This design comes from an exercise in tuning for small area, a short achievable clock period and few clock cycles on the open sky130 flow, not from production work. In this exercise RTL edits were held to simulation tests only and were not proved equivalent to the original. No activity file was given, so power comes from the tool's default toggle rates.

==> design.v <==
module skc_mod_step (
    input  wire [31:0] hv,
    input  wire [2:0]  d_ll,    
    input  wire [2:0]  d_b,     
    input  wire [2:0]  d_h,     
    output reg  [2:0]  r_nl,    
    output reg  [1:0]  r_bi,    
    output reg  [1:0]  r_hi     
);
    function [1:0] add3(input [1:0] a, input [1:0] b);
        case ({a, b})
            4'b00_00: add3 = 2'd0;
            4'b00_01: add3 = 2'd1;
            4'b00_10: add3 = 2'd2;
            4'b01_00: add3 = 2'd1;
            4'b01_01: add3 = 2'd2;
            4'b01_10: add3 = 2'd0;
            4'b10_00: add3 = 2'd2;
            4'b10_01: add3 = 2'd0;
            4'b10_10: add3 = 2'd1;
            default:  add3 = 2'd0;
        endcase
    endfunction
    function [1:0] mod3_4(input [3:0] x);
        case (x)
            4'd0, 4'd3, 4'd6, 4'd9, 4'd12, 4'd15: mod3_4 = 2'd0;
            4'd1, 4'd4, 4'd7, 4'd10, 4'd13:       mod3_4 = 2'd1;
            default:                              mod3_4 = 2'd2;
        endcase
    endfunction
    reg [1:0] t [0:7];
    reg [1:0] r3;
    integer i;
    always @(*) begin
        for (i = 0; i < 8; i = i + 1) t[i] = mod3_4(hv[4*i +: 4]);
        for (i = 0; i < 4; i = i + 1) t[i] = add3(t[2*i], t[2*i+1]);
        for (i = 0; i < 2; i = i + 1) t[i] = add3(t[2*i], t[2*i+1]);
        r3 = add3(t[0], t[1]);
    end
    reg [2:0] r6;
    always @(*) begin
        case ({hv[0], r3})
            3'b0_00: r6 = 3'd0;
            3'b1_01: r6 = 3'd1;
            3'b0_10: r6 = 3'd2;
            3'b1_00: r6 = 3'd3;
            3'b0_01: r6 = 3'd4;
            3'b1_10: r6 = 3'd5;
            default: r6 = 3'd0;
        endcase
    end
    function [1:0] small_mod(input [2:0] d);
        case (d)
            3'd2:    small_mod = {1'b0, hv[0]};
            3'd3:    small_mod = r3;
            3'd4:    small_mod = hv[1:0];
            default: small_mod = 2'd0;
        endcase
    endfunction
    always @(*) begin
        case (d_ll)
            3'd1:    r_nl = {2'b00, hv[0]};
            3'd2:    r_nl = {1'b0, hv[1:0]};
            3'd3:    r_nl = r6;
            default: r_nl = hv[2:0];
        endcase
        r_bi = small_mod(d_b);
        r_hi = small_mod(d_h);
    end
endmodule
module skc_thr_ge (
    input  wire        clk,
    input  wire        rst,
    input  wire        start,
    input  wire [15:0] a,
    input  wire [15:0] v,
    input  wire [63:0] thr,
    output wire        ge_fast,
    output wire        amb,
    output reg         busy,
    output reg         done,
    output reg         ge_slow
);
    wire [10:0] e_field = thr[62:52];
    wire        big     = (e_field > 11'd1038);                     
    wire        tiny    = (e_field < 11'd1007);                     
    wire [4:0]  sh      = 5'd30 - e_field[4:0] + 5'd16;             
    wire        v_zero  = (v == 16'd0);
    wire [24:0] q       = v * {1'b1, thr[51:44]};                   
    wire [46:0] a_sh    = {31'd0, a} << sh;
    wire [47:0] d       = {1'b0, a_sh} - {16'd0, q, 7'd0};            
    wire        d_neg   = d[47];
    wire        le_lo   = d_neg || (d == 48'd0);
    wire        ge_hi   = !d_neg && (d[46:0] >= {24'd0, v, 7'd0});
    wire        exact   = v_zero || (thr[43:0] == 44'd0);
    assign amb     = !big && !tiny && !exact && !le_lo && !ge_hi;
    assign ge_fast = big  ? v_zero :
                     tiny ? (v_zero || (a != 16'd0)) :
                     exact ? !d_neg : ge_hi;
    reg  [24:0] h;                  
    reg  [5:0]  bit_i;              
    wire [24:0] h_next = {h[23:0], 1'b0} - (thr[bit_i] ? {2'd0, v, 7'd0} : 25'd0);
    wire        h_neg  = h_next[24];
    wire        h_big  = !h_neg && (h_next[23:0] >= {1'b0, v, 7'd0});
    always @(posedge clk) begin
        if (rst) begin
            busy <= 1'b0;
            done <= 1'b0;
        end else begin
            done <= 1'b0;
            if (start) begin
                busy  <= 1'b1;
                h     <= {2'd0, d[22:0]};
                bit_i <= 6'd43;
            end else if (busy) begin
                h     <= h_next;
                bit_i <= bit_i - 6'd1;
                if (h_neg || h_big || (bit_i == 6'd0)) begin
                    busy    <= 1'b0;
                    done    <= 1'b1;
                    ge_slow <= !h_neg;
                end
            end
        end
    end
endmodule
module skc_top (
    input  wire         clk,
    input  wire         rst,
    input  wire         csr_valid,
    input  wire         csr_write,
    input  wire [7:0]   csr_addr,
    input  wire [31:0]  csr_wdata,
    output wire         csr_ready,
    output reg  [31:0]  csr_rdata,
    input  wire         cmd_valid,
    output wire         cmd_ready,
    input  wire [63:0]  cmd_word,
    input  wire [31:0]  cmd_key,
    output wire         rsp_valid,
    input  wire         rsp_ready,
    output wire [3:0]   rsp_status,
    output wire [63:0]  rsp_est,
    output wire         hreq_valid,
    input  wire         hreq_ready,
    output wire [31:0]  hreq_key,
    output wire [7:0]   hreq_klen,
    output wire [7:0]   hreq_seed,
    input  wire         hrsp_valid,
    output wire         hrsp_ready,
    input  wire [31:0]  hrsp_value
);
    localparam L_MAX  = 4;
    localparam M_MAX  = 4;
    localparam LL_MAX = 4;
    localparam B_MAX  = 4;
    localparam H_MAX  = 4;
    localparam N8_MAX = 4;
    localparam N16_MAX = 2;
    localparam KEY_MAX_LEN = 4;
    localparam [3:0] ST_OK        = 4'h0;
    localparam [3:0] ST_OPCODE    = 4'h1;
    localparam [3:0] ST_RESERVED  = 4'h2;
    localparam [3:0] ST_NOT_CFG   = 4'h3;
    localparam [3:0] ST_ALR_CFG   = 4'h4;
    localparam [3:0] ST_CONFIG    = 4'h5;
    localparam [3:0] ST_KEY_LEN   = 4'h6;
    localparam [2:0] S_IDLE = 3'd0;    
    localparam [2:0] S_CFG  = 3'd1;    
    localparam [2:0] S_HASH = 3'd2;    
    localparam [2:0] S_WAIT = 3'd3;    
    localparam [2:0] S_FIN  = 3'd4;    
    localparam [2:0] S_RESP = 3'd5;    
    reg [31:0] cfg_l, cfg_m, cfg_ll, cfg_b, cfg_h, cfg_n8, cfg_n16, thr_lo, thr_hi;
    reg        configured;
    reg        cfg_lock;
    reg [3:0]  last_status;
    reg [2:0]  fsm;
    wire       thr_busy;           
    reg        is_insert;
    reg [2:0]  klen;
    reg [31:0] key;
    reg [31:0] count;
    reg [2:0]  req_cnt;
    reg [2:0]  rsp_cnt;
    reg [2:0]  nl_r [0:3];
    reg [1:0]  bi_r [0:3];
    reg [1:0]  hi_r;
    reg        hc_pend;
    reg [33:0] hc;             
    reg [15:0] v_last;
    reg [3:0]  rsp_status_r;
    reg        est_en;
    reg [3:0]  m_l;
    reg [7:0]  m8;
    reg [15:0] m16;
    reg [15:0] vmin;
    reg [1:0]  kmin;
    reg        mfound;
    reg [1:0]  midx;
    reg [15:0] mval;
    reg        ffound;
    reg [1:0]  fidx;
    reg [3:0]  nib   [0:L_MAX*2*LL_MAX-1];           
    reg [7:0]  c8    [0:M_MAX*8-1];                   
    reg [15:0] c16   [0:M_MAX*6-1];                   
    reg [2:0]  kls   [0:M_MAX*B_MAX-1];               
    reg [31:0] keyb  [0:M_MAX*B_MAX-1];
    reg [15:0] val   [0:M_MAX*B_MAX-1];
    reg [31:0] heavy [0:H_MAX-1];
    function [1:0] c8_b(input integer e);
        case (e)
            0: c8_b = 2'd0;  1, 2: c8_b = 2'd1;  3, 4: c8_b = 2'd2;  default: c8_b = 2'd3;
        endcase
    endfunction
    function [1:0] c8_s(input integer e);
        case (e)
            2, 6: c8_s = 2'd1;  4: c8_s = 2'd2;  7: c8_s = 2'd3;  default: c8_s = 2'd0;
        endcase
    endfunction
    function [1:0] c16_b(input integer e);
        case (e)
            0: c16_b = 2'd0;  1, 2: c16_b = 2'd1;  3: c16_b = 2'd2;  default: c16_b = 2'd3;
        endcase
    endfunction
    function c16_s(input integer e);
        c16_s = (e == 2) || (e == 5);
    endfunction
    wire [2:0] n_l   = cfg_l[2:0];
    wire [2:0] n_m   = cfg_m[2:0];
    wire [2:0] n_s   = (n_l > n_m) ? n_l : n_m;
    wire [63:0] thr  = {thr_hi, thr_lo};
    assign csr_ready = ~rst;
    wire   busy = (fsm != S_IDLE);
    wire [31:0] csr_val [0:10];
    assign csr_val[0]  = 32'h534B4331;
    assign csr_val[1]  = {20'd0, last_status, 5'd0, cfg_lock, busy, configured};
    assign csr_val[2]  = cfg_l;
    assign csr_val[3]  = cfg_m;
    assign csr_val[4]  = cfg_ll;
    assign csr_val[5]  = cfg_b;
    assign csr_val[6]  = cfg_h;
    assign csr_val[7]  = cfg_n8;
    assign csr_val[8]  = cfg_n16;
    assign csr_val[9]  = thr_lo;
    assign csr_val[10] = thr_hi;
    integer ci;
    always @(*) begin
        csr_rdata = 32'd0;
        for (ci = 0; ci < 11; ci = ci + 1)
            if (csr_addr == ci * 4)
                csr_rdata = csr_rdata | csr_val[ci];
    end
    wire csr_wr = csr_valid && csr_write && !cfg_lock && (csr_addr[1:0] == 2'b00);
    assign cmd_ready = !rst && (fsm == S_IDLE) && !thr_busy;
    wire       accept = cmd_valid && cmd_ready;
    wire [3:0] opc    = cmd_word[3:0];
    wire [7:0] cklen  = cmd_word[15:8];
    wire       opc_ins = (opc == 4'h1);
    wire       opc_qry = (opc == 4'h2);
    wire       opc_cfg = (opc == 4'h3);
    wire       rsv_bad = (cmd_word[7:4] != 4'd0) || (cmd_word[31:16] != 16'd0) ||
                         ((opc_qry || opc_cfg) && (cmd_word[63:32] != 32'd0)) ||
                         (opc_cfg && (cklen != 8'd0));
    reg [3:0] dec_status;
    always @(*) begin
        if (!(opc_ins || opc_qry || opc_cfg))                 dec_status = ST_OPCODE;
        else if (rsv_bad)                                      dec_status = ST_RESERVED;
        else if ((opc_ins || opc_qry) && !configured)          dec_status = ST_NOT_CFG;
        else if (opc_cfg && configured)                        dec_status = ST_ALR_CFG;
        else if ((opc_ins || opc_qry) && ((cklen == 8'd0) || (cklen > KEY_MAX_LEN)))
                                                               dec_status = ST_KEY_LEN;
        else                                                   dec_status = ST_OK;
    end
    reg [31:0] cmd_key_masked;
    integer kb;
    always @(*) begin
        for (kb = 0; kb < 4; kb = kb + 1)
            cmd_key_masked[8*kb +: 8] = (kb < cklen) ? cmd_key[8*kb +: 8] : 8'd0;
    end
    wire thr_ok = (thr_hi[31] == 1'b0) && (thr_hi[30:20] != 11'h7FF) &&
                  ({thr_hi[30:0], thr_lo} != 63'd0);
    function in_range(input [31:0] r, input [2:0] mx);
        in_range = (r[31:3] == 29'd0) && (r[2:0] != 3'd0) && (r[2:0] <= mx);
    endfunction
    wire cfg_valid = in_range(cfg_l, L_MAX) && in_range(cfg_m, M_MAX) &&
                     in_range(cfg_ll, LL_MAX) && in_range(cfg_b, B_MAX) &&
                     in_range(cfg_h, H_MAX) && in_range(cfg_n8, N8_MAX) &&
                     in_range(cfg_n16, N16_MAX) && thr_ok;
    assign hreq_valid = !rst && (fsm == S_HASH) && (req_cnt < n_s);
    assign hreq_key   = key;
    assign hreq_klen  = {5'd0, klen};
    assign hreq_seed  = {5'd0, req_cnt};
    assign hrsp_ready = !rst && (fsm == S_HASH) && (rsp_cnt < n_s);
    wire   hreq_fire  = hreq_valid && hreq_ready;
    wire   hrsp_fire  = hrsp_valid && hrsp_ready;
    wire   last_rsp   = hrsp_fire && (rsp_cnt + 3'd1 == n_s);
    wire [2:0] nl_new;
    wire [1:0] bi_new, hi_new;
    skc_mod_step u_mod (.hv(hrsp_value), .d_ll(cfg_ll[2:0]), .d_b(cfg_b[2:0]), .d_h(cfg_h[2:0]),
                        .r_nl(nl_new), .r_bi(bi_new), .r_hi(hi_new));
    wire [1:0] aj = rsp_cnt[1:0];
    reg  [1:0] s8b  [0:3];        
    reg        s16b [0:3];        
    reg  [3:0]  l_nib [0:7];      
    reg  [7:0]  l_c8  [0:3];      
    reg  [15:0] l_c16 [0:3];
    reg  [2:0]  l_kls [0:3];
    reg  [31:0] l_key [0:3];
    reg  [15:0] l_val [0:3];
    integer j, b, e;
    always @(*) begin
        s8b[0] = 2'd0;
        s8b[1] = (cfg_n8[2:0] == 3'd1) ? 2'd0 : 2'd1;
        s8b[2] = (cfg_n8[2:0] <= 3'd2) ? 2'd0 : 2'd2;
        s8b[3] = (cfg_n8[2:0] == 3'd2) ? 2'd1 : (cfg_n8[2:0] == 3'd4) ? 2'd3 : 2'd0;
        for (b = 0; b < 4; b = b + 1)
            s16b[b] = (cfg_n16[1:0] == 2'd2) ? b[0] : 1'b0;
        for (b = 0; b < 8; b = b + 1)
            l_nib[b] = nib[aj*8 + b];
        for (b = 0; b < 4; b = b + 1) begin
            l_c8[b]  = 8'd0;
            for (e = 0; e < 8; e = e + 1)
                if (c8_b(e) == b[1:0] && c8_s(e) == s8b[b])
                    l_c8[b] = c8[aj*8 + e];
            l_c16[b] = 16'd0;
            for (e = 0; e < 6; e = e + 1)
                if (c16_b(e) == b[1:0] && c16_s(e) == s16b[b])
                    l_c16[b] = c16[aj*6 + e];
            l_kls[b] = kls[aj*4 + b];
            l_key[b] = keyb[aj*4 + b];
            l_val[b] = val[aj*4 + b];
        end
    end
    wire        a_lt  = (rsp_cnt < n_l);
    wire        a_mid = (rsp_cnt < n_m);
    wire [3:0]  a_lv  = l_nib[nl_new];
    wire [7:0]  a_v8  = l_c8[bi_new];
    wire [15:0] a_v16 = l_c16[bi_new];
    wire        a_occ = (l_kls[bi_new] != 3'd0);
    wire [15:0] a_val = l_val[bi_new];
    reg  [3:0]  l_eq;
    always @(*)
        for (b = 0; b < 4; b = b + 1)
            l_eq[b] = (l_kls[b] == klen) && (l_key[b] == key);
    wire        a_eq  = l_eq[bi_new];
    reg  [3:0]  l_lt16, l_ltv;
    always @(*) begin
        for (b = 0; b < 4; b = b + 1) begin
            l_lt16[b] = (l_c16[b] < m16);
            l_ltv[b]  = (l_val[b] < vmin);
        end
    end
    wire        a_ltl  = (a_lv < m_l);
    wire        a_lt8  = (a_v8 < m8);
    wire        a_lt16 = l_lt16[bi_new];
    wire        a_ltv  = l_ltv[bi_new];
    wire        n_mfound = mfound || (a_mid && a_eq);
    wire [15:0] n_mval   = mfound ? mval : a_val;
    wire        n_ffound = ffound || (a_mid && !a_occ);
    wire [15:0] n_m16    = (a_mid && a_lt16) ? a_v16 : m16;
    wire [15:0] v_next   = n_mfound ? n_mval : ((n_ffound && is_insert) ? 16'd0 : n_m16);
    reg [3:0]  cap_lv  [0:3];
    reg [7:0]  cap_v8  [0:3];
    reg [15:0] cap_v16 [0:3];
    wire        slot_ok = mfound || ffound;
    wire [1:0]  slot_f  = mfound ? midx : fidx;
    function [35:0] csa3(input [17:0] x, input [17:0] y, input [17:0] z);
        csa3 = {((x & y) | (x & z) | (y & z)), x ^ y ^ z};
    endfunction
    wire [35:0] s_cs    = csa3({14'd0, m_l}, {10'd0, m8}, {2'd0, v_last});
    wire [17:0] s_sum   = s_cs[17:0];
    wire [17:0] s_cy    = {s_cs[34:18], 1'b0};
    wire [4:0]  lo_a    = {1'b0, count[3:0]} + {1'b0, m_l};
    wire [9:0]  lo_x    = {1'b0, count[8:0]} + {6'd0, m_l} + {2'd0, m8};
    wire [35:0] y_cs    = csa3(count[17:0], s_sum, s_cy);
    wire [18:0] lo_y    = {1'b0, y_cs[17:0]} + {y_cs[35:18], 1'b0};
    wire        a_sat   = (count[31:4] != 28'd0) || (lo_a >= 5'd15);
    wire        x_sat   = (count[31:9] != 23'd0) || (lo_x >= 10'd269);
    wire        y_sat   = (count[31:18] != 14'd0) || (lo_y >= 19'd65803);
    wire [33:0] hs_sum  = {16'd0, s_sum};
    wire [33:0] hs_cy   = {16'd0, s_cy};
    wire [33:0] h_x     = hc ^ hs_sum ^ hs_cy;
    wire [33:0] h_c     = {((hc & hs_sum) | (hc & hs_cy) | (hs_sum & hs_cy)), 1'b0};
    wire [33:0] h_sum   = h_x + h_c;
    localparam [33:0] H_CAP = 34'hFFFFFFFF + 34'd65802;
    wire        h_sat   = (h_sum > H_CAP);
    wire [32:0] est_h   = h_sat ? H_CAP[32:0] : h_sum[32:0];
    wire [33:0] h_new_w = h_sum - 34'd65802;
    wire [31:0] heavy_new = h_sat ? 32'hFFFFFFFF : h_new_w[31:0];
    reg [32:0] est;
    always @(*) begin
        if (is_insert) begin
            if (!a_sat)      est = {28'd0, lo_a};
            else if (!x_sat) est = {23'd0, lo_x};
            else if (!y_sat) est = {14'd0, lo_y};
            else             est = est_h;
        end else begin
            if (m_l != 4'hF)             est = {29'd0, m_l};
            else if (m8 != 8'hFF)        est = {25'd0, m8} + 33'd14;
            else if (v_last != 16'hFFFF) est = {17'd0, v_last} + 33'd268;
            else                         est = est_h;
        end
    end
    wire [7:0]  c8_cand  = lo_x[7:0] - 8'd14;                       
    wire [15:0] y_m268   = lo_y[15:0] - 16'd268;
    wire [15:0] m16r     = y_sat ? 16'hFFFF : y_m268;               
    wire fin     = fin_q;              
    wire fin_ins = fin && is_insert;
    wire do_kv   = fin_ins && a_sat && x_sat && slot_ok;
    wire do_16   = fin_ins && a_sat && x_sat && !slot_ok;
    wire do_hv   = fin_ins && a_sat && x_sat && y_sat;
    reg        fin_q;
    always @(posedge clk)
        fin_q <= !rst && (((fsm == S_HASH) && last_rsp && (rsp_cnt != 3'd0)) || (fsm == S_WAIT));
    wire thr_gef, thr_amb, thr_done, thr_ges;
    skc_thr_ge u_thr (.clk(clk), .rst(rst), .start(do_16 && thr_amb), .a(m16r), .v(vmin), .thr(thr),
                      .ge_fast(thr_gef), .amb(thr_amb), .busy(thr_busy), .done(thr_done), .ge_slow(thr_ges));
    wire ev_wr    = (do_16 && !thr_amb) || thr_done;
    wire evict_ge = thr_done ? thr_ges : thr_gef;
    wire do_ev    = ev_wr && evict_ge;
    assign rsp_valid  = !rst && ((fsm == S_FIN) || (fsm == S_RESP));
    assign rsp_status = rsp_status_r;
    assign rsp_est    = {31'd0, est_en ? est : 33'd0};
    wire   rsp_fire   = rsp_valid && rsp_ready;
    always @(posedge clk) begin
        if (rst) begin
            cfg_l   <= 32'd0;
            cfg_m   <= 32'd0;
            cfg_ll  <= 32'd0;
            cfg_b   <= 32'd0;
            cfg_h   <= 32'd0;
            cfg_n8  <= 32'd0;
            cfg_n16 <= 32'd0;
            thr_lo  <= 32'd0;
            thr_hi  <= 32'h40000000;
            configured  <= 1'b0;
            cfg_lock    <= 1'b0;
            last_status <= 4'd0;
            fsm         <= S_IDLE;
        end else begin
            if (csr_wr) begin
                case (csr_addr[7:2])
                    6'h02: cfg_l   <= csr_wdata;
                    6'h03: cfg_m   <= csr_wdata;
                    6'h04: cfg_ll  <= csr_wdata;
                    6'h05: cfg_b   <= csr_wdata;
                    6'h06: cfg_h   <= csr_wdata;
                    6'h07: cfg_n8  <= csr_wdata;
                    6'h08: cfg_n16 <= csr_wdata;
                    6'h09: thr_lo  <= csr_wdata;
                    6'h0A: thr_hi  <= csr_wdata;
                    default: ;
                endcase
            end
            case (fsm)
                S_IDLE: begin
                    if (accept) begin
                        is_insert <= opc_ins;
                        klen      <= cklen[2:0];
                        key       <= cmd_key_masked;
                        count     <= cmd_word[63:32];
                        req_cnt   <= 3'd0;
                        rsp_cnt   <= 3'd0;
                        est_en    <= 1'b0;
                        m_l       <= 4'hF;
                        m8        <= 8'hFF;
                        m16       <= 16'hFFFF;
                        mfound    <= 1'b0;
                        ffound    <= 1'b0;
                        if (opc_cfg)
                            cfg_lock <= 1'b1;
                        if (dec_status != ST_OK) begin
                            rsp_status_r <= dec_status;
                            fsm <= S_RESP;
                        end else if (opc_cfg) begin
                            fsm <= S_CFG;
                        end else begin
                            rsp_status_r <= ST_OK;
                            fsm <= S_HASH;
                        end
                    end
                end
                S_CFG: begin
                    if (cfg_valid) begin
                        configured   <= 1'b1;
                        rsp_status_r <= ST_OK;
                    end else begin
                        rsp_status_r <= ST_CONFIG;
                    end
                    fsm <= S_RESP;
                end
                S_HASH: begin
                    if (hreq_fire)
                        req_cnt <= req_cnt + 3'd1;
                    if (hrsp_fire) begin
                        rsp_cnt <= rsp_cnt + 3'd1;
                        nl_r[aj]    <= nl_new;
                        bi_r[aj]    <= bi_new;
                        cap_lv[aj]  <= a_lv;
                        cap_v8[aj]  <= a_v8;
                        cap_v16[aj] <= a_v16;
                        if (rsp_cnt == 3'd0)
                            hi_r <= hi_new;
                        v_last <= v_next;
                        if (a_lt && a_ltl)
                            m_l <= a_lv;
                        if (a_mid) begin
                            if (a_lt8)  m8  <= a_v8;
                            if (a_lt16) m16 <= a_v16;
                            if (rsp_cnt == 3'd0 || a_ltv) begin
                                vmin <= a_val;
                                kmin <= aj;
                            end
                            if (!mfound && a_occ && a_eq) begin
                                mfound <= 1'b1;
                                midx   <= aj;
                                mval   <= a_val;
                            end
                            if (!ffound && !a_occ) begin
                                ffound <= 1'b1;
                                fidx   <= aj;
                            end
                        end
                        if (last_rsp) begin
                            est_en <= 1'b1;
                            fsm <= (rsp_cnt == 3'd0) ? S_WAIT : S_FIN;
                        end
                    end
                end
                S_WAIT: fsm <= S_FIN;
                S_FIN: begin
                    if (rsp_ready) begin
                        last_status <= rsp_status_r;
                        cfg_lock    <= configured;
                        fsm <= S_IDLE;
                    end else begin
                        fsm <= S_RESP;
                    end
                end
                S_RESP: begin
                    if (rsp_ready) begin
                        last_status <= rsp_status_r;
                        cfg_lock    <= configured;
                        fsm <= S_IDLE;
                    end
                end
                default: fsm <= S_IDLE;
            endcase
        end
    end
    always @(posedge clk) begin
        hc_pend <= (fsm == S_HASH) && hrsp_fire && (rsp_cnt == 3'd0);
        if (hc_pend)
            hc <= {2'd0, heavy[hi_r]} + (is_insert ? {2'd0, count} : 34'h3FFFFFFFD);
    end
    wire clr = !rst && (fsm == S_CFG) && cfg_valid;
    wire [3:0]  wd_nib = (a_sat ? 4'hF : lo_a[3:0]) & {4{~clr}};
    wire [7:0]  wd_c8  = (x_sat ? 8'hFF : c8_cand) & {8{~clr}};
    wire [2:0]  wd_kls = klen & {3{~clr}};
    wire [31:0] wd_key = key & {32{~clr}};
    wire [15:0] wd_val = m16r & {16{~clr}};
    wire [31:0] wd_hv  = heavy_new & {32{~clr}};
    reg  [15:0] wd_c16 [0:3];
    reg  [15:0] st4;
    reg  [16:0] ad;
    always @(*)
        for (j = 0; j < 4; j = j + 1) begin
            st4 = (cap_v16[j] < m16r) ? m16r : cap_v16[j];
            ad  = {1'b0, st4} + {1'b0, vmin};
            wd_c16[j] = (!evict_ge ? st4 : (ad[16] ? 16'hFFFF : ad[15:0])) & {16{~clr}};
        end
    integer n;
    always @(posedge clk) begin
        for (j = 0; j < 4; j = j + 1) begin
            for (n = 0; n < 8; n = n + 1)
                if (clr || (fin_ins && (j < n_l) && (nl_r[j] == n) && (a_sat || (cap_lv[j] < lo_a[3:0]))))
                    nib[j*8 + n] <= wd_nib;
            for (n = 0; n < 8; n = n + 1)
                if (clr || (fin_ins && a_sat && (j < n_m) && (bi_r[j] == c8_b(n)) && (s8b[c8_b(n)] == c8_s(n)) &&
                            (x_sat || (cap_v8[j] < c8_cand))))
                    c8[j*8 + n] <= wd_c8;
            for (n = 0; n < 6; n = n + 1)
                if (clr || (ev_wr && (j < n_m) && (bi_r[j] == c16_b(n)) && (s16b[c16_b(n)] == c16_s(n))))
                    c16[j*6 + n] <= wd_c16[j];
            for (n = 0; n < 4; n = n + 1)
                if (clr || ((bi_r[j] == n) && ((do_kv && (slot_f == j)) || (do_ev && (kmin == j))))) begin
                    kls [j*4 + n] <= wd_kls;
                    keyb[j*4 + n] <= wd_key;
                    val [j*4 + n] <= wd_val;
                end
        end
        for (n = 0; n < 4; n = n + 1)
            if (clr || (do_hv && (hi_r == n)))
                heavy[n] <= wd_hv;
    end
endmodule
==> flow/run.sh <==
#!/bin/bash
# The standard layout, with repair_timing aiming for setup slack of at least
# SETUP_SLACK_MARGIN at the design's clock period (the SDC is unchanged),
# and the port buffers made with buf_4 cells.
set -euo pipefail
bash standard.sh SETUP_SLACK_MARGIN=19.5 "BUFFER_PORTS_ARGS=-buffer_cell sky130_fd_sc_hd__buf_4" finish > make_finish.log 2>&1
==> standard.sh <==
#!/bin/bash
# synth_recipe.tcl (not shown) runs the flow's synth.tcl, then flattens the netlist and writes it again
# the make line also repeats each setting of config.mk as NAME=value (left out here)
make -C /OpenROAD-flow-scripts/flow DESIGN_CONFIG=/design/flow/config.mk WORK_HOME=/design/flow/orfs CLKGATE_MAP_FILE= SYNTH_SCRIPT=/design/flow/synth_recipe.tcl "${@:-finish}"
==> config.mk <==
export PLATFORM = sky130hd
export DESIGN_NAME = skc_top
export DESIGN_NICKNAME = skc_top
export VERILOG_FILES = /design/flow/design.v
export SDC_FILE = /design/flow/constraint.sdc
export NUM_CORES = 4
export LEC_CHECK = 0
export CAP_MARGIN = 10
export CELL_PAD_IN_SITES_DETAIL_PLACEMENT = 0
export CELL_PAD_IN_SITES_GLOBAL_PLACEMENT = 0
export CORE_MARGIN = 2
export CORE_UTILIZATION = 55
export CTS_BUF_LIST = sky130_fd_sc_hd__clkbuf_16
export CTS_CLUSTER_DIAMETER = 80
export CTS_CLUSTER_SIZE = 20
export PLACE_DENSITY = 0.65
export SLEW_MARGIN = 10
==> constraint.sdc <==
create_clock -name core_clock -period 34.0 [get_ports {clk}]
set_input_delay 6.8000 -clock core_clock [delete_from_list [all_inputs] [get_ports {clk}]]
set_output_delay 6.8000 -clock core_clock [all_outputs]
set_load 0.01 [all_outputs]
==> results.yml, run 1 <==
place:
  post-place-ws_ns: 18.06
  hpwl_um: 297200
  place_congestion: 0.9686
  portBuffers: 286
clock_network:
  clk_pin_slew_ns: 0.09
  clk_path_buf_depth: 3
  cts-root-buf: "clkbuf_16"
  htreeDepth: 4
  cts_tree: "done"
  cts.sinks: 2373
  cts_made_buffers: 150
  insertion_delay_ns: 0.90
final_layout:
  drive_gt1_share_pct: 12.01
  final_nets: 12110
  area_delta_synth_final_pct: 10.80
  utilization_pct: 61.39
synth:
  synth_cell_types: 107
  synth.top_cells.by_count: "2073 x edfxtp_1, 1096 x nand2_1, 967 x a21oi_1"
  syn_area_per_cell_um2: 11.26
  synth_top_area_cell: "edfxtp_1"
  synth_most_common_cell: "edfxtp_1"
  synthCells: 11090
  synth_area_um2: 124800
  yosysSeqAreaShare_pct: 54.67
  ys_warn_count: 20
  postSynth.asyncResetShare_pct: 0
  synth_top_cell_area_share_pct: 49.86
  yosys-top-cells-area: "edfxtp_1 50%, ha_1 5.6%, dfxtp_1 4.8%"
  synth-main-ff-cell: "edfxtp_1"
  synth_edf_count: 2073
  synth-seq-cells: 2373
sta:
  slew_headroom_pct: 7.189
  finalHoldViolCount: 0
  hold_ws_ns: 0.4787
  min_period_ns: 15.31
  tightest_slew_ns: 1.385
  setup_viol: 0
  timing.final.ws_setup_ns: 18.69
  finalCritPeriodShare_pct: 45.03
  rsz0062_at_grt: "yes"
  finalSetupTns_ns: 0
  drv_slew: 0
  skew_ns: 0.07722
  fmax_ghz: 0.06532
setup_path:
  slowest_delay_ns: 0.61
  start_kind: "input port"
  crit_path_cell_trace: "buf_8, or4_4, nor2_4, buf_12, a22o_1, a221oi_2, nand4_1, buf_4"
  cp_top_family: "simple AND/OR/NAND/NOR gates"
  worst-setup-path-type: "in2out"
  critPathBufInv: 3
  crit_fanout: 6
  r2r_cells: 47
  required_ns: 27.20
  cp-end-kind: "primary output"
  cpMaxStageDelayCell: "or4_4"
  cp_num_cells: 8
  crit_arrival_ns: 8.51
routing:
  ant_nets: 0
  drtIter0Drc: 14920
  wl_per_cell_um: 31.64
  drc: 0
  vias_per_cell: 6.922
  vias: 99060
  first_pass_iters: 22
  wirelength_um: 452700
power_and_ir_drop:
  totalPowerFinal_w: 0.005882
  ir_drop_mv: 0.05156
  p_per_area_nw_per_um2: 42.52
  leakagePower_nw: 48.22
grt:
  antenna_found_initial: 21
  grt_pass1_vias: 94300
  grt_overflow_total: 0
  track_usage_pct: 37.98
  grt_max_degree: 128
  grt_pass1_wl_um: 645900
floorplanning:
  die_x_um: 480.4
  num_rows: 174
  die_height_um: 480.4
  core_area_um2: 225300
  io_pins: 329
  start_util_pct: 55.41
  die_area_um2: 230800
status:
  status: "no timing/DRC/antenna violations"
min_path:
  hold_depth: 2
  hold_class: "reg2reg"
flow_run:
  cap_violations: 0
power by group:
group          leakage (nW)  switching [W]  internal, W
clock network          2.34        0.00104     0.000895
registers              20.7      0.0000287      0.00317
logic                  25.2       0.000499     0.000251
area by class of cell:
cell class,instances,area (um2)
clock buffer,152,3804
inverter,356,1345
multi-input combinational,7649,54160
fill,17850,87000
clock inverter,71,898.4
sequential,2373,68260
tap,2992,3744
timing repair buffer,709,6097
antenna,8,20.02
tightest hold or removal path: cells and delay by family, from the launching register on:
family             cells  cell delay (ns)
and+or+nand+nor        1             0.05
DFF                    1             0.33
AOI/OAI and AO/OA      1             0.05
cells by family after synthesis:
logic type / Yosys count / share of synthesized area, %
muxes: 212 / 2.288
buffers and inverters: 1117 / 3.534
other: 1 / 0.003004
xor gates and xnor gates: 418 / 2.932
adders and majority gates: 695 / 7.759
and+or+nand+nor: 3023 / 11.40
AOI/OAI and AO/OA: 3252 / 17.41
DFF: 2373 / 54.67
registers in the layout, summed over array words and instances, names as in the netlist, 34 cells and up:
name	flops
nib	128
c16	384
kls	48
val	256
c8	256
heavy	128
cap_v16	64
keyb	512
hc	34
worst paths after layout:
path,startpoint,end,slack [ns]
hold / removal,cfg_n16[29]$_SDFFE_PP0P_,cfg_n16[29]$_SDFFE_PP0P_,0.48
setup reg to reg,m8[1]$_SDFFCE_PN1P_,c16[18][13]$_DFFE_PP_,20.15
setup / recovery,csr_addr[1],csr_rdata[2],18.69
hold reg to reg,cfg_n16[29]$_SDFFE_PP0P_,cfg_n16[29]$_SDFFE_PP0P_,0.48
per-stage QoR:
stage	std cells	cell area [um2]
2_1_floorplan	11130	125200
3_3_place_gp	13940	131100
3_5_place_dp	13940	131100
4_1_cts	14240	137200
5_1_grt	14300	138300
6_report	14310	138300
cell usage in the layout (no fill, tap or decap), drive strengths merged, types with 34 or more instances in the layout:
cell type and count:
o22ai 34, nor3 190, o21ai 439, edfxtp 2073, a222oi 106, mux2i 120
o21bai 85, fa 132, nor4 155, buf 700, a211oi 81, a31oi 191
xor2 165, nand2 1098, nand2b 149, o211ai 39, a22o 81, inv 385
or3 38, a21oi 971, mux4 55, dfxtp 300, a22oi 581, mux2 37
nor2 625, xnor2 253, conb 42, or2 36, a221oi 160, nor2b 140
ha 563, nand4 105, o21a 50, a221o 34, nand3 255, a21o 84
clkbuf 159, o31ai 73, and2 132
routing by layer:
layer  GRT usage, %  up-vias  share of wire, %
met5              0        -             0.037
met4          19.51       26               6.2
met3          8.023     1421                11
met2          58.65     6690                45
met1          50.73    48580                38
li1               -    42340                 -
repair_timing:
action / in CTS / in global routing
pin swaps: 56 / 65
endpoints found under the setup margin: 69 / 70
endpoints found under the hold margin: 0 / 0
resized for setup: 105 / 109
hold buffers: 0 / 0
setup buffers: 68 / 51
gates cloned: 12 / 7
Testbench counts, summed over its fixed seeds: cycles 56,000.
==> inputs of run 2 (changes only) <==
--- a/config.mk
+++ b/config.mk
@@ -9,9 +9,9 @@
 export CELL_PAD_IN_SITES_DETAIL_PLACEMENT = 0
 export CELL_PAD_IN_SITES_GLOBAL_PLACEMENT = 0
 export CORE_MARGIN = 2
-export CORE_UTILIZATION = 55
+export CORE_UTILIZATION = 62
 export CTS_BUF_LIST = sky130_fd_sc_hd__clkbuf_16
 export CTS_CLUSTER_DIAMETER = 80
 export CTS_CLUSTER_SIZE = 20
-export PLACE_DENSITY = 0.65
+export PLACE_DENSITY = 0.72
 export SLEW_MARGIN = 10
==> results.yml, run 2 <==
floorplanning:
  start_util_pct: 62.46
  die_height_um: 452.7
  core_area_um2: 199900
  die_area_um2: 205000
  num_rows: 164
  die_x_um: 452.7
  io_pins: 329
sta:
  setup_viol: 0
  finalCritPeriodShare_pct: 45.50
  skew_ns: 0.08952
  slew_headroom_pct: -1.965
  rsz0062_at_grt: "yes"
  finalHoldViolCount: 0
  finalSetupTns_ns: 0
  tightest_slew_ns: 1.518
  fmax_ghz: 0.06465
  min_period_ns: 15.47
  drv_slew: 7
synth:
  synth_area_um2: 124800
  ys_warn_count: 20
  synth-main-ff-cell: "edfxtp_1"
  synthCells: 11090
  postSynth.asyncResetShare_pct: 0
  yosys-top-cells-area: "edfxtp_1 50%, ha_1 5.6%, dfxtp_1 4.8%"
  synth_cell_types: 107
  synth_top_area_cell: "edfxtp_1"
  synth.top_cells.by_count: "2073 x edfxtp_1, 1096 x nand2_1, 967 x a21oi_1"
  synth_edf_count: 2073
  syn_area_per_cell_um2: 11.26
  yosysSeqAreaShare_pct: 54.67
  synth_most_common_cell: "edfxtp_1"
  synth-seq-cells: 2373
  synth_top_cell_area_share_pct: 49.86
routing:
  drc: 0
  vias_per_cell: 7.192
  vias: 100200
  drtIter0Drc: 16960
  wirelength_um: 445500
  ant_nets: 0
  first_pass_iters: 22
  wl_per_cell_um: 31.99
grt:
  antenna_found_initial: 13
  track_usage_pct: 42.17
  grt_overflow_total: 0
  grt_max_degree: 228
  grt_pass1_vias: 94980
  grt_pass1_wl_um: 637600
setup_path:
  crit_arrival_ns: 8.67
  slowest_delay_ns: 0.47
  worst-setup-path-type: "in2out"
  critPathBufInv: 3
  required_ns: 27.20
  cpMaxStageDelayCell: "nand4_1"
  cp-end-kind: "primary output"
  crit_path_frequent_cell: "buf_4"
  start_kind: "input port"
  cp_top_family: "simple AND/OR/NAND/NOR gates"
  crit_fanout: 5
  crit_path_cell_trace: "buf_4, nor3_4, nand2_4, nor2_4, buf_12, a22o_1, a221oi_2, nand4_1, buf_4"
min_path:
  hold_class: "reg2reg"
clock_network:
  clk_pin_slew_ns: 0.08
  cts_tree: "done"
  cts_made_buffers: 146
  cts-root-buf: "clkbuf_16"
  cts.sinks: 2373
  insertion_delay_ns: 0.89
  clk_path_buf_depth: 3
  htreeDepth: 4
power_and_ir_drop:
  ir_drop_mv: 0.04144
  leakagePower_nw: 47.77
  p_per_area_nw_per_um2: 42.24
final_layout:
  reg_top3: "keyb (512), c16 (384)"
  drive_gt1_share_pct: 11.34
  area_delta_synth_final_pct: 9.758
  final_cell_mix: "2073 x edfxtp_1, 1086 x nand2_1, 948 x a21oi_1"
  final_nets: 12070
  stdcell_area_um2: 137000
  final_common_cell: "edfxtp_1"
  largest_reg_flops: 512
  largest_register: "keyb"
place:
  hpwl_um: 288100
  portBuffers: 286
  dpl_cell_area_um2: 130700
  place_congestion: 1.014
flow_run:
  cap_violations: 1
status:
  so_faults: "capacitance limit, slew limit"
  status: "finished with violations"
==> run 2: cell counts after synthesis <==
No cell type changed its count.
==> run 2: cell type report <==
cell class | instances | area, um2
multi-input combinational | 7649 | 53960
antenna | 11 | 27.53
timing repair buffer | 670 | 5722
sequential | 2373 | 68260
inverter | 356 | 1345
fill | 14610 | 62840
tap | 2656 | 3323
clock buffer | 147 | 3679
clock inverter | 63 | 718.2
==> run 2: cell families after synthesis <==
logic type | Yosys count | share of synthesized area (%)
AOI/OAI and AO/OA | 3252 | 17.41
and+or+nand+nor | 3023 | 11.40
DFF | 2373 | 54.67
buffers and inverters | 1117 | 3.534
adders and majority gates | 695 | 7.759
xor gates and xnor gates | 418 | 2.932
muxes | 212 | 2.288
other | 1 | 0.003004
==> run 2: worst min-delay path, delay by kind of cell, from the launching register on <==
kind | cells | cell delay [ns]
flops | 1 | 0.33
compound gates | 1 | 0.05
simple gates | 1 | 0.05
==> run 2: final timing paths <==
check / from / endpoint / slack, ns / depth (start not counted)
max: csr_addr[5] / csr_rdata[2] / 18.53 / 9
max reg2reg: m_l[0]$_SDFFCE_PN1P_ / c16[9][10]$_DFFE_PP_ / 19.99 / 46
min: cfg_l[14]$_SDFFE_PP0P_ / cfg_l[14]$_SDFFE_PP0P_ / 0.47 / 2
min reg2reg: cfg_l[14]$_SDFFE_PP0P_ / cfg_l[14]$_SDFFE_PP0P_ / 0.47 / 2
==> run 2: per-layer routing <==
metal  up-vias  routed length [um]  global-route usage (%)
li1      42200                   -                       -
met1     48320              158100                   55.40
met2      7764              194300                   63.43
met3      1865               58770                   10.18
met4         8               34220                   26.05
met5         -                  75                  0.2099
==> run 2: timing repair <==
| item | CTS | global route |
|---|---|---|
| buffers inserted | 61 | 36 |
| hold buffers | 0 | 0 |
| gates cloned | 10 | 6 |
| resized for setup | 87 | 55 |
| endpoints found under the setup margin | 65 | 93 |
| pin swaps | 45 | 46 |
==> run 2: per-stage QoR <==
step                setup slack [ns]  hold WS [ns]  util [%]  total power [W]  instances
floorplan                      19.17        0.4484         -         0.003709      11130
global placement               18.11        0.4600     65.37         0.003959      13590
detailed placement             18.06        0.4669     65.37         0.003973      13590
CTS                            18.78        0.4780     68.20         0.005763      13870
global route                   18.58        0.4986     68.55         0.005933      13920
finish                         18.53        0.4749     68.56         0.005788      13930
==> run 2: power by group <==
| part | switching, W | internal, W | total (W) |
|---|---|---|---|
| clock network | 0.00102 | 0.000828 | 0.00185 |
| logic | 0.000495 | 0.000246 | 0.000742 |
| registers | 0.0000311 | 0.00317 | 0.00320 |
| total | 0.00154 | 0.00424 | 0.00579 |
==> inputs of run 3 (changes only) <==
==> config.mk (replaced) <==
export PLATFORM = sky130hd
export DESIGN_NAME = skc_top
export DESIGN_NICKNAME = skc_top
export VERILOG_FILES = /design/flow/design.v
export SDC_FILE = /design/flow/constraint.sdc
export NUM_CORES = 4
export LEC_CHECK = 0
export CAP_MARGIN = 20
export CELL_PAD_IN_SITES_DETAIL_PLACEMENT = 0
export CELL_PAD_IN_SITES_GLOBAL_PLACEMENT = 0
export CORE_MARGIN = 2
export CORE_UTILIZATION = 55
export CTS_BUF_LIST = sky130_fd_sc_hd__clkbuf_8
export PLACE_DENSITY = 0.65
export SLEW_MARGIN = 20
==> results.yml, run 3 <==
synth:
  yosys-top-cells-area: "edfxtp_1 50%, ha_1 5.6%, dfxtp_1 4.8%"
  syn_area_per_cell_um2: 11.26
  synth_area_um2: 124800
  synth_top_area_cell: "edfxtp_1"
  ys_warn_count: 20
  synth_top_cell_area_share_pct: 49.86
  synth_most_common_cell: "edfxtp_1"
  synth.top_cells.by_count: "2073 x edfxtp_1, 1096 x nand2_1, 967 x a21oi_1"
  synth_cell_types: 107
  yosysSeqAreaShare_pct: 54.67
  synth_edf_count: 2073
  synth-main-ff-cell: "edfxtp_1"
  synth-seq-cells: 2373
  postSynth.asyncResetShare_pct: 0
  synthCells: 11090
clock_network:
  postCtsHoldBufs: 0
  cts_tree: "done"
  cts_made_buffers: 402
  cts-root-buf: "clkbuf_8"
  htreeDepth: 5
  clk_pin_slew_ns: 0.06
  insertion_delay_ns: 1.21
  clk_path_buf_depth: 4
  cts.sinks: 2373
routing:
  wirelength_um: 456000
  vias: 100200
  wl_met1_um: 171800
  met2_length_um: 204200
  wl_per_cell_um: 30.82
  dr_wl_met3_um: 51290
  first_pass_iters: 17
  vias_per_cell: 6.775
  drc: 0
  top_layer: "met5"
  drtIter0Drc: 14970
  ant_nets: 0
sta:
  drv_slew: 0
  slew_headroom_pct: 9.608
  fmax_ghz: 0.06540
  timing.final.ws_setup_ns: 18.71
  finalCritPeriodShare_pct: 44.97
  min_period_ns: 15.29
  finalHoldViolCount: 0
  skew_ns: 0.2060
  rsz0062_at_grt: "yes"
  setup_viol: 0
  finalSetupTns_ns: 0
  tightest_slew_ns: 1.346
  hold_ws_ns: 0.4765
final_layout:
  final_common_cell: "edfxtp_1"
  stdcell_area_um2: 141100
  area_delta_synth_final_pct: 13.05
  fillCellCount: 17830
  drive_gt1_share_pct: 14.16
  reg_top3: "keyb (512), c16 (384)"
  multi_input_area_um2: 54130
  register_area_um2: 68260
  final_cell_mix: "2073 x edfxtp_1, 1086 x nand2_1, 942 x a21oi_1"
  largest_register: "keyb"
  final_nets: 12370
  largest_reg_flops: 512
place:
  portBuffers: 286
  hpwl_um: 297400
  post-place-ws_ns: 18.02
  dpl_cell_area_um2: 131200
  place_congestion: 0.9686
grt:
  grt_pass1_wl_um: 655300
  grt_overflow_total: 0
  grt_max_degree: 128
  antenna_found_initial: 18
  grt_pass1_vias: 97100
  track_usage_pct: 38.41
min_path:
  hold_class: "reg2reg"
status:
  status: "no timing/DRC/antenna violations"
setup_path:
  crit_fanout: 8
  worst-setup-path-type: "in2out"
  crit_arrival_ns: 8.49
  required_ns: 27.20
  start_kind: "input port"
  cp-end-kind: "primary output"
power_and_ir_drop:
  intPower_w: 0.004737
  ir_drop_mv: 0.04346
  sw_frac_of_total_pct: 26.56
  power_frac_comb_pct: 11.6
  netSwitchingPower_w: 0.001714
  leakagePower_nw: 50.11
  p_clk_share_pct: 38.7
  seq_power_share_pct: 49.7
  p_per_area_nw_per_um2: 45.71
floorplanning:
  die_x_um: 480.4
  start_util_pct: 55.41
  die_height_um: 480.4
  core_area_um2: 225300
  num_rows: 174
  io_pins: 329
  die_area_um2: 230800
flow_run:
  cap_violations: 0
[run 3: cell counts after synthesis]
Identical to the previous run, type by type.
[run 3: through the flow]
stage,power [W],cells,utilization [%]
5_1_grt,0.006635,14790,62.63
4_1_cts,0.006444,14730,62.18
3_5_place_dp,0.003982,13940,58.22
6_report,0.006450,14800,62.63
2_1_floorplan,0.003709,11130,-
3_3_place_gp,0.003971,13940,58.19
[run 3: final cells by class]
type                    instances  area share [%]
well taps                    2992           2.653
clock buffers                 423           4.125
flip-flops and latches       2373           48.36
repair buffers                719           4.293
clock inverters               277           1.246
multi-input cells            7650           38.36
diodes                          5        0.008866
inverters                     356          0.9531
[run 3: logic make-up after synthesis]
family                   after synthesis  synth area share, %
AO/OA/AOI/OAI                       3252                17.41
XOR/XNOR                             418                2.932
adder cells (fa/ha/maj)              695                7.759
multiplexers                         212                2.288
AND/OR/NAND/NOR                     3023                11.40
other                                  1             0.003004
buffers and inverters               1117                3.534
flip-flops                          2373                54.67
[run 3: worst max-delay path: stages]
cell and delay [ns]:
buf_8 0.10, or4_4 0.63, buf_12 0.18, nor2_4 0.16, buf_8 0.17, a221oi_1 0.08
nand3_1 0.19, buf_4 0.16
[run 3: timing repair]
action,CTS,global route
setup endpoints to repair,69,67
setup buffers,75,56
gates resized for setup,102,80
pin swaps,39,70
gates cloned,10,5
[run 3: routing by layer]
| layer | vias to the layer above | GRT usage (%) |
|---|---|---|
| met5 | - | 0 |
| met4 | 24 | 20.59 |
| met3 | 1594 | 8.279 |
| met2 | 6786 | 59.15 |
| met1 | 48820 | 51.02 |
| li1 | 43020 | - |
[run 3: power by group through the flow]
| stage | logic [W] | clock network, W | registers (W) |
|---|---|---|---|
| 2_1_floorplan | 0.000465 | 0 | 0.00324 |
| 3_3_place_gp | 0.000708 | 0 | 0.00326 |
| 3_5_place_dp | 0.000719 | 0 | 0.00326 |
| 4_1_cts | 0.000728 | 0.00251 | 0.00320 |
| 5_1_grt | 0.000799 | 0.00263 | 0.00320 |
| 6_report | 0.000750 | 0.00250 | 0.00320 |
[run 3: worst paths after layout]
kind / start / to / slack (ns) / cells past startpoint
hold reg to reg: cfg_m[16]$_SDFFE_PP0P_ / cfg_m[16]$_SDFFE_PP0P_ / 0.48 / 2
hold / removal: cfg_m[16]$_SDFFE_PP0P_ / cfg_m[16]$_SDFFE_PP0P_ / 0.48 / 2
setup / recovery: csr_addr[1] / csr_rdata[5] / 18.71 / 8
setup reg to reg: m8[1]$_SDFFCE_PN1P_ / keyb[9][20]$_DFFE_PP_ / 20.62 / 45
==> inputs of run 4 (changes only) <==
==> run.sh (new file) <==
#!/bin/bash
# synth_recipe.tcl (not shown) runs the flow's synth.tcl, then flattens the netlist and writes it again
# the make line also repeats each setting of config.mk as NAME=value (left out here)
make -C /OpenROAD-flow-scripts/flow DESIGN_CONFIG=/design/flow/config.mk WORK_HOME=/design/flow/orfs CLKGATE_MAP_FILE= SYNTH_SCRIPT=/design/flow/synth_recipe.tcl finish
removed: flow/run.sh
removed: standard.sh
==> results.yml, run 4 <==
power_and_ir_drop:
  ir_drop_mv: 0.04164
  p_per_area_nw_per_um2: 45.60
  leakagePower_nw: 48.65
synth:
  ys_warn_count: 20
  synth_top_area_cell: "edfxtp_1"
  synth-main-ff-cell: "edfxtp_1"
  synth_edf_count: 2073
  synthCells: 11090
  syn_area_per_cell_um2: 11.26
  synth_most_common_cell: "edfxtp_1"
  synth_area_um2: 124800
  postSynth.asyncResetShare_pct: 0
  synth-seq-cells: 2373
  synth.top_cells.by_count: "2073 x edfxtp_1, 1096 x nand2_1, 967 x a21oi_1"
  synth_top_cell_area_share_pct: 49.86
  yosysSeqAreaShare_pct: 54.67
  synth_cell_types: 107
  yosys-top-cells-area: "edfxtp_1 50%, ha_1 5.6%, dfxtp_1 4.8%"
sta:
  skew_ns: 0.1824
  finalSetupTns_ns: 0
  min_period_ns: 16.55
  drv_slew: 0
  tightest_slew_ns: 1.292
  rsz0062_at_grt: "no"
  finalCritPeriodShare_pct: 48.68
  setup_viol: 0
  fmax_ghz: 0.06042
  finalHoldViolCount: 0
  slew_headroom_pct: 13.17
  hold_ws_ns: 0.4807
floorplanning:
  num_rows: 174
  die_area_um2: 230800
  die_height_um: 480.4
  core_area_um2: 225300
  io_pins: 329
  die_x_um: 480.4
  start_util_pct: 55.41
place:
  portBuffers: 286
  dpl_cell_area_um2: 131900
  place_congestion: 0.9984
  hpwl_um: 293700
  dp_cells: 13950
grt:
  grt_pass1_wl_um: 641800
  track_usage_pct: 37.50
  grt_overflow_total: 0
  grt_pass1_vias: 95140
  antenna_found_initial: 20
  grt_max_degree: 140
routing:
  ant_nets: 0
  wl_met1_um: 169200
  drc: 0
  first_pass_iters: 10
  vias_per_cell: 6.771
  wirelength_um: 443500
  vias: 99240
  top_layer: "met5"
  drtIter0Drc: 14580
  dr_wl_met3_um: 50850
  wl_per_cell_um: 30.26
  met2_length_um: 194900
final_layout:
  largest_register: "keyb"
  reg_top3: "keyb (512), c16 (384)"
  register_area_um2: 68260
  stdcell_area_um2: 139300
  fillCellCount: 18060
  final_nets: 12230
  largest_reg_flops: 512
  final_cell_mix: "2073 x edfxtp_1, 1091 x nand2_1, 953 x a21oi_1"
  multi_input_area_um2: 53420
  final_common_cell: "edfxtp_1"
  area_delta_synth_final_pct: 11.54
  drive_gt1_share_pct: 9.723
  stdcell_count: 14660
setup_path:
  cp-end-kind: "primary output"
  required_ns: 27.20
  start_kind: "register"
  crit_arrival_ns: 9.75
  r2r_setup_slack_ns: 20.01
  crit_fanout: 28
  worst-setup-path-type: "reg2out"
flow_run:
  cap_violations: 0
clock_network:
  clk_path_buf_depth: 4
  cts_made_buffers: 399
  insertion_delay_ns: 1.18
  htreeDepth: 5
  postCtsHoldBufs: 0
  clk_pin_slew_ns: 0.06
  post_cts_resized: 0
  cts.sinks: 2373
  post_cts_buffers: 0
  cts-root-buf: "clkbuf_8"
  cts_tree: "done"
min_path:
  hold_class: "reg2reg"
status:
  status: "no timing/DRC/antenna violations"
[run 4: cell counts after synthesis]
No cell type changed its count.
[run 4: layer usage]
metal	global-route usage, %	vias up
met5	0	-
met4	20.91	12
met3	8.427	1393
met2	56.40	6764
met1	50.44	48350
li1	-	42720
[run 4: area by class of cell]
class	instances	share of cell area [%]
Inverter	356	0.9632
Antenna cell	11	0.01977
Sequential cell	2373	49.02
Clock inverter	285	1.147
Timing Repair Buffer	585	3.731
Multi-Input combinational cell	7642	38.36
Tap cell	2992	2.688
Clock buffer	412	4.072
[run 4: path summary, 6_finish.rpt]
path                               start                      to  depth (start not counted)
setup reg to reg    m_l[1]$_SDFFCE_PN1P_    keyb[5][8]$_DFFE_PP_                         43
setup / recovery    m_l[1]$_SDFFCE_PN1P_             rsp_est[11]                         25
hold / removal    cfg_h[28]$_SDFFE_PP0P_  cfg_h[28]$_SDFFE_PP0P_                          2
hold reg to reg   cfg_h[28]$_SDFFE_PP0P_  cfg_h[28]$_SDFFE_PP0P_                          2
[run 4: kinds of logic (layout without fill, tap and decap cells)]
kind of cell | after synthesis | count (layout) | share of synthesized area, %
AOI/OAI and AO/OA | 3252 | 3252 | 17.41
xor gates and xnor gates | 418 | 418 | 2.932
adders and majority gates | 695 | 695 | 7.759
buffers and inverters | 1117 | 1638 | 3.534
DFF | 2373 | 2373 | 54.67
muxes | 212 | 212 | 2.288
other | 1 | 53 | 0.003004
and+or+nand+nor | 3023 | 3023 | 11.40
[run 4: power by group]
group	internal (W)	total (W)	leakage, nW	switching (W)
Combinational	0.000253	0.000748	23.8	0.000495
Sequential	0.00317	0.00320	20.7	0.0000292
Clock	0.00123	0.00240	4.14	0.00117
[run 4: through the flow]
stage          setup slack (ns)  utilization [%]  power [W]
2_1_floorplan             18.69                -   0.003709
3_3_place_gp              17.73            58.50   0.003974
3_5_place_dp              17.71            58.53   0.003986
4_1_cts                   17.29            61.75   0.006344
5_1_grt                   17.03            61.79   0.006536
6_report                  17.45            61.80   0.006350
[run 4: worst max-delay path, cell delays in order, from the launching register on]
cell,delay (ns)
edfxtp_1,0.50
inv_1,0.18
fa_1,0.55
fa_1,0.50
inv_1,0.04
ha_1,0.20
fa_1,0.41
a21o_1,0.20
a21oi_1,0.27
o21bai_1,0.10
a21oi_1,0.25
o21bai_1,0.11
a21oi_1,0.23
o21bai_1,0.12
a2111oi_1,0.83
o31ai_1,0.19
xor2_1,0.25
nor4_1,0.66
o21ai_1,0.09
or4_1,0.54
nand4b_1,0.32
o21ai_4,0.57
buf_4,0.45
a21oi_1,0.14
a211oi_1,0.36
clkdlybuf4s50_1,0.64
==> inputs of run 5 (changes only) <==
==> flow/run.sh (new file) <==
#!/bin/bash
# The standard layout, with repair_timing aiming for setup slack of at least
# SETUP_SLACK_MARGIN at the design's clock period (the SDC is unchanged),
# and the port buffers made with buf_2 cells.
set -euo pipefail
bash standard.sh SETUP_SLACK_MARGIN=19.5 "BUFFER_PORTS_ARGS=-buffer_cell sky130_fd_sc_hd__buf_2" finish > make_finish.log 2>&1
==> standard.sh (new file) <==
#!/bin/bash
# synth_recipe.tcl (not shown) runs the flow's synth.tcl, then flattens the netlist and writes it again
# the make line also repeats each setting of config.mk as NAME=value (left out here)
make -C /OpenROAD-flow-scripts/flow DESIGN_CONFIG=/design/flow/config.mk WORK_HOME=/design/flow/orfs CLKGATE_MAP_FILE= SYNTH_SCRIPT=/design/flow/synth_recipe.tcl "${@:-finish}"
--- a/config.mk
+++ b/config.mk
@@ -10,6 +10,8 @@
 export CELL_PAD_IN_SITES_GLOBAL_PLACEMENT = 0
 export CORE_MARGIN = 2
 export CORE_UTILIZATION = 55
-export CTS_BUF_LIST = sky130_fd_sc_hd__clkbuf_8
+export CTS_BUF_LIST = sky130_fd_sc_hd__clkbuf_16
+export CTS_CLUSTER_DIAMETER = 90
+export CTS_CLUSTER_SIZE = 24
 export PLACE_DENSITY = 0.65
 export SLEW_MARGIN = 20
removed: run.sh
==> results.yml, run 5 <==
synth:
  yosys-top-cells-area: "edfxtp_1 50%, ha_1 5.6%, dfxtp_1 4.8%"
  synth_most_common_cell: "edfxtp_1"
  synth-xor-area-share_pct: 2.932
  synthMuxAreaShare_pct: 2.288
  synth-compound-area-share_pct: 17.41
  syn_area_per_cell_um2: 11.26
  synth-seq-cells: 2373
  synth_top_family_by_area: "compound AO/OA/AOI/OAI gates"
  synth_area_um2: 124800
  synthCells: 11090
  synth-simple-area-share_pct: 11.40
  synth_edf_count: 2073
  synth_cell_types: 107
  synth_top_cell_area_share_pct: 49.86
  yosys.area_share.adder_pct: 7.759
  yosysSeqAreaShare_pct: 54.67
  synth.top_cells.by_count: "2073 x edfxtp_1, 1096 x nand2_1, 967 x a21oi_1"
  ys_warn_count: 20
  postSynth.asyncResetShare_pct: 0
  synth-main-ff-cell: "edfxtp_1"
  synth_top_area_cell: "edfxtp_1"
final_layout:
  final_nets: 12040
  register_area_um2: 68260
  fillCellCount: 18260
  reg_top3: "keyb (512), c16 (384)"
  final_cell_mix: "2073 x edfxtp_1, 1087 x nand2_1, 947 x a21oi_1"
  final_common_cell: "edfxtp_1"
  area_delta_synth_final_pct: 8.838
  drive_gt1_share_pct: 11.13
  largest_reg_flops: 512
  multi_input_area_um2: 54000
  utilization_pct: 60.30
  largest_register: "keyb"
power_and_ir_drop:
  sw_frac_of_total_pct: 26.86
  intPower_w: 0.004073
  leakagePower_nw: 47.17
  p_clk_share_pct: 29.4
  ir_drop_mv: 0.05133
  p_per_area_nw_per_um2: 40.99
  netSwitchingPower_w: 0.001496
  seq_power_share_pct: 57.4
  totalPowerFinal_w: 0.005569
  power_frac_comb_pct: 13.2
place:
  portBuffers: 286
  place_congestion: 0.9837
  hpwl_um: 294000
grt:
  grt_overflow_total: 0
  grt_max_degree: 196
  antenna_found_initial: 27
  grt_pass1_vias: 93420
  grt_pass1_wl_um: 639500
  grtUsageMet2_pct: 56.97
  track_usage_pct: 37.43
  grtUsageMet3_pct: 7.306
  top_usage_layer: "met2"
  grtUsageMet1_pct: 50.67
min_path:
  hold_class: "reg2reg"
  hp-start: "cfg_b[6]$_SDFFE_PP0P_"
  worstHoldEndpoint: "cfg_b[6]$_SDFFE_PP0P_"
  hold_depth: 2
clock_network:
  clk_path_buf_depth: 3
  cts_tree: "done"
  postCtsHoldBufs: 0
  cts-root-buf: "clkbuf_16"
  cts.sinks: 2373
  insertion_delay_ns: 0.88
  cts_made_buffers: 118
  htreeDepth: 3
  clk_pin_slew_ns: 0.10
sta:
  rsz0062_at_grt: "yes"
  setup_viol: 0
  finalSetupTns_ns: 0
  skew_ns: 0.1366
  tightest_slew_ns: 1.276
  drv_slew: 0
  hold_ws_ns: 0.4795
  finalHoldViolCount: 0
  fmax_ghz: 0.06546
  finalCritPeriodShare_pct: 44.93
  slew_headroom_pct: 14.30
  min_period_ns: 15.28
routing:
  vias_per_cell: 6.898
  drtIter0Drc: 15190
  vias: 98100
  wirelength_um: 443500
  first_pass_iters: 12
  wl_per_cell_um: 31.19
  ant_nets: 0
  drc: 0
setup_path:
  rr_endpoint: "keyb[10][14]$_DFFE_PP_"
  critPathBufInv: 3
  worst-setup-path-type: "in2out"
  r2r_setup_slack_ns: 20.26
  start_kind: "input port"
  crit_fanout: 9
  crit_path_cell_trace: "buf_8, or4_4, nor2_4, buf_12, a22o_1, a221oi_1, nand4_1, buf_2"
  cpMaxStageDelayCell: "or4_4"
  crit_arrival_ns: 8.48
  r2r_cells: 47
  slowest_delay_ns: 0.62
  required_ns: 27.20
  cp_top_family: "simple AND/OR/NAND/NOR gates"
  reg2reg_from: "m_l[0]$_SDFFCE_PN1P_"
  cp-end-kind: "primary output"
floorplanning:
  die_area_um2: 230800
  core_area_um2: 225300
  num_rows: 174
  io_pins: 329
  start_util_pct: 55.41
  die_height_um: 480.4
  die_x_um: 480.4
status:
  status: "no timing/DRC/antenna violations"
flow_run:
  cap_violations: 0
-- run 5: cell counts after synthesis --
No cell type changed its count.
-- run 5: kinds of logic after synthesis --
family	count (synthesis)
AO/OA/AOI/OAI	3252
XOR/XNOR	418
adder cells (fa/ha/maj)	695
buffers and inverters	1117
flip-flops	2373
multiplexers	212
other	1
AND/OR/NAND/NOR	3023
-- run 5: metal layers --
layer | part of all wire (%) | vias to the layer above
met5 | 0.042 | -
met4 | 6.7 | 30
met3 | 11 | 1339
met2 | 44 | 6411
met1 | 38 | 48150
li1 | - | 42170
-- run 5: timing repair --
action | in CTS | in global routing
pin swaps | 43 | 32
gates cloned | 8 | 4
setup buffers | 69 | 20
endpoints found under the setup margin | 65 | 65
gates resized for setup | 93 | 46
-- run 5: layout make-up --
type                       instances  share of cell area [%]
clock inverter                    50                  0.4153
clock buffer                     119                   2.192
inverter                         356                  0.9899
antenna                           14                 0.02578
timing repair buffer             668                   3.647
tap                             2992                   2.755
sequential                      2373                   50.23
multi-input combinational       7649                   39.74
-- run 5: how the worst max path moves through the flow --
| stage | start | endpoint | slack [ns] | depth (start not counted) |
|---|---|---|---|---|
| detailed placement | csr_addr[1] | csr_rdata[1] | 18.09 | 9 |
| global route | csr_addr[5] | csr_rdata[11] | 18.70 | 10 |
| finish | csr_addr[2] | csr_rdata[2] | 18.72 | 8 |
| global placement | csr_addr[1] | csr_rdata[1] | 18.10 | 9 |
| floorplan | csr_addr[1] | csr_rdata[29] | 19.17 | 6 |
| CTS | csr_addr[0] | csr_rdata[2] | 18.78 | 8 |
-- run 5: tightest hold or removal path, stage by stage, from the launching register on --
cell and delay (ns):
dfxtp_1 0.33, nand2_1 0.05, a21oi_1 0.05
-- run 5: through the flow --
step                      area [um2]  instances  setup WS (ns)
after floorplan               125200      11130          19.17
after global placement        130400      13930          18.10
after detailed placement      130500      13930          18.09
after CTS                     135300      14180          18.78
after global routing          135900      14210          18.70
final                         135900      14220          18.72
-- run 5: power by group through the flow --
stage | combinational [W] | clock, W | sequential (W)
after floorplan | 0.000465 | 0 | 0.00324
after global placement | 0.000698 | 0 | 0.00326
after detailed placement | 0.000708 | 0 | 0.00326
after CTS | 0.000716 | 0.00164 | 0.00320
after global routing | 0.000785 | 0.00174 | 0.00320
final | 0.000735 | 0.00164 | 0.00320
==> inputs of run 6 (changes only) <==
--- a/config.mk
+++ b/config.mk
@@ -12,6 +12,6 @@
 export CORE_UTILIZATION = 55
 export CTS_BUF_LIST = sky130_fd_sc_hd__clkbuf_16
 export CTS_CLUSTER_DIAMETER = 90
-export CTS_CLUSTER_SIZE = 24
+export CTS_CLUSTER_SIZE = 27
 export PLACE_DENSITY = 0.65
 export SLEW_MARGIN = 20
==> results.yml, run 6 <==
routing:
  drtIter0Drc: 14730
  ant_nets: 0
  vias_per_cell: 6.914
  wl_per_cell_um: 31.20
  vias: 98320
  drc: 0
  first_pass_iters: 9
  wirelength_um: 443600
power_and_ir_drop:
  p_per_area_nw_per_um2: 41.10
  ir_drop_mv: 0.05144
  leakagePower_nw: 47.18
  totalPowerFinal_w: 0.005586
sta:
  tightest_slew_ns: 1.209
  slew_headroom_pct: 18.76
  finalHoldViolCount: 0
  finalSetupTns_ns: 0
  setup_viol: 0
  finalCritPeriodShare_pct: 44.89
  min_period_ns: 15.26
  drv_slew: 0
  rsz0062_at_grt: "yes"
  skew_ns: 0.09154
  hold_ws_ns: 0.4781
  fmax_ghz: 0.06553
final_layout:
  largest_register: "keyb"
  fillCellCount: 18260
  largest_reg_flops: 512
  drive_gt1_share_pct: 11.18
  final_cell_mix: "2073 x edfxtp_1, 1087 x nand2_1, 947 x a21oi_1"
  final_common_cell: "edfxtp_1"
  reg_top3: "keyb (512), c16 (384)"
  register_area_um2: 68260
  multi_input_area_um2: 54000
  area_delta_synth_final_pct: 8.874
  final_nets: 12030
floorplanning:
  start_util_pct: 55.41
  num_rows: 174
  die_x_um: 480.4
  core_area_um2: 225300
  die_area_um2: 230800
  io_pins: 329
  die_height_um: 480.4
place:
  portBuffers: 286
  hpwl_um: 294000
  place_congestion: 0.9837
min_path:
  hold_class: "reg2reg"
synth:
  synth_top_area_cell: "edfxtp_1"
  synth-main-ff-cell: "edfxtp_1"
  postSynth.asyncResetShare_pct: 0
  yosys-top-cells-area: "edfxtp_1 50%, ha_1 5.6%, dfxtp_1 4.8%"
  yosysSeqAreaShare_pct: 54.67
  synth_most_common_cell: "edfxtp_1"
  synth_area_um2: 124800
  synth_top_cell_area_share_pct: 49.86
  synthCells: 11090
  ys_warn_count: 20
  synth_edf_count: 2073
  syn_area_per_cell_um2: 11.26
  synth.top_cells.by_count: "2073 x edfxtp_1, 1096 x nand2_1, 967 x a21oi_1"
  synth_cell_types: 107
  synth-seq-cells: 2373
clock_network:
  clk_pin_slew_ns: 0.10
  htreeDepth: 3
  clk_path_buf_depth: 3
  postCtsHoldBufs: 0
  cts.sinks: 2373
  insertion_delay_ns: 0.85
  cts-root-buf: "clkbuf_16"
  cts_tree: "done"
  cts_made_buffers: 111
status:
  status: "no timing/DRC/antenna violations"
grt:
  grt_overflow_total: 0
  grt_max_degree: 196
  antenna_found_initial: 24
  track_usage_pct: 37.46
  grt_pass1_vias: 93420
  grt_pass1_wl_um: 640000
setup_path:
  worst-setup-path-type: "in2out"
  crit_arrival_ns: 8.46
  cp-end-kind: "primary output"
  required_ns: 27.20
  crit_fanout: 9
  start_kind: "input port"
flow_run:
  cap_violations: 0
-- run 6: cell counts after synthesis --
No cell type changed its count.
-- run 6: worst max-delay path, stage by stage --
cell	delay [ns]
buf_6	0.10
or4_4	0.62
nor2_4	0.18
buf_12	0.16
a22o_1	0.13
a221oi_1	0.05
nand3_1	0.21
buf_2	0.19
-- run 6: cell families (layout without fill, tap and decap cells) --
logic type      count (synthesis)  after routing  share of synthesized area [%]
xor+xnor                      418            418                          2.932
buf+inv                      1117           1197                          3.534
compound gates               3252           3252                          17.41
simple gates                 3023           3030                          11.40
mux                           212            212                          2.288
fa+ha+maj                     695            695                          7.759
flops                        2373           2373                          54.67
other cells                     1             51                       0.003004
-- run 6: routing by layer --
| layer | global-route usage, % | vias to the layer above | share of wire (%) |
|---|---|---|---|
| li1 | - | 42120 | - |
| met1 | 50.69 | 48370 | 38 |
| met2 | 57.42 | 6520 | 44 |
| met3 | 7.216 | 1287 | 11 |
| met4 | 19.77 | 28 | 6.4 |
| met5 | 0 | - | 0.039 |
-- run 6: path summary, 6_finish.rpt --
path	startpoint	end	slack [ns]	cells past startpoint
hold reg to reg	cfg_b[6]$_SDFFE_PP0P_	cfg_b[6]$_SDFFE_PP0P_	0.48	2
hold / removal	cfg_b[6]$_SDFFE_PP0P_	cfg_b[6]$_SDFFE_PP0P_	0.48	2
setup / recovery	csr_addr[2]	csr_rdata[30]	18.74	8
setup reg to reg	m_l[0]$_SDFFCE_PN1P_	keyb[7][8]$_DFFE_PP_	20.35	45
-- run 6: power by group --
part           switching (W)  internal (W)  total (W)
clock               0.000980      0.000673    0.00165
sequential         0.0000286       0.00317    0.00320
combinational       0.000498      0.000237   0.000735
total                0.00151       0.00408    0.00559
-- run 6: layout make-up --
| class | instances | area share, % |
|---|---|---|
| Antenna cell | 9 | 0.01657 |
| Clock buffer | 114 | 2.099 |
| Clock inverter | 61 | 0.5772 |
| Inverter | 356 | 0.9896 |
| Multi-Input combinational cell | 7649 | 39.73 |
| Sequential cell | 2373 | 50.22 |
| Tap cell | 2992 | 2.754 |
| Timing Repair Buffer | 666 | 3.620 |
-- run 6: stage by stage --
stage	instance area, um2	utilization, %	cells	worst slack, ns
2_1_floorplan	125200	-	11130	19.17
3_3_place_gp	130400	57.88	13930	18.10
3_5_place_dp	130500	57.89	13930	18.09
4_1_cts	135400	60.08	14190	18.78
5_1_grt	135900	60.32	14220	18.72
6_report	135900	60.32	14220	18.74
-- run 6: repair_timing --
item / CTS / global route
pin swaps: 43 / 36
resized for setup: 93 / 44
cloned: 8 / 3
endpoints found under the setup margin: 65 / 65
setup buffers: 69 / 19

Re-timed with assumed drivers on the ports (clkbuf_16 on the clock, buf_2 on other inputs), run 6 has 18.706 ns of setup slack against 18.739 ns with ideal ports, and 18.706 ns once port delays also move by the mid clock arrival of 0.903 ns.
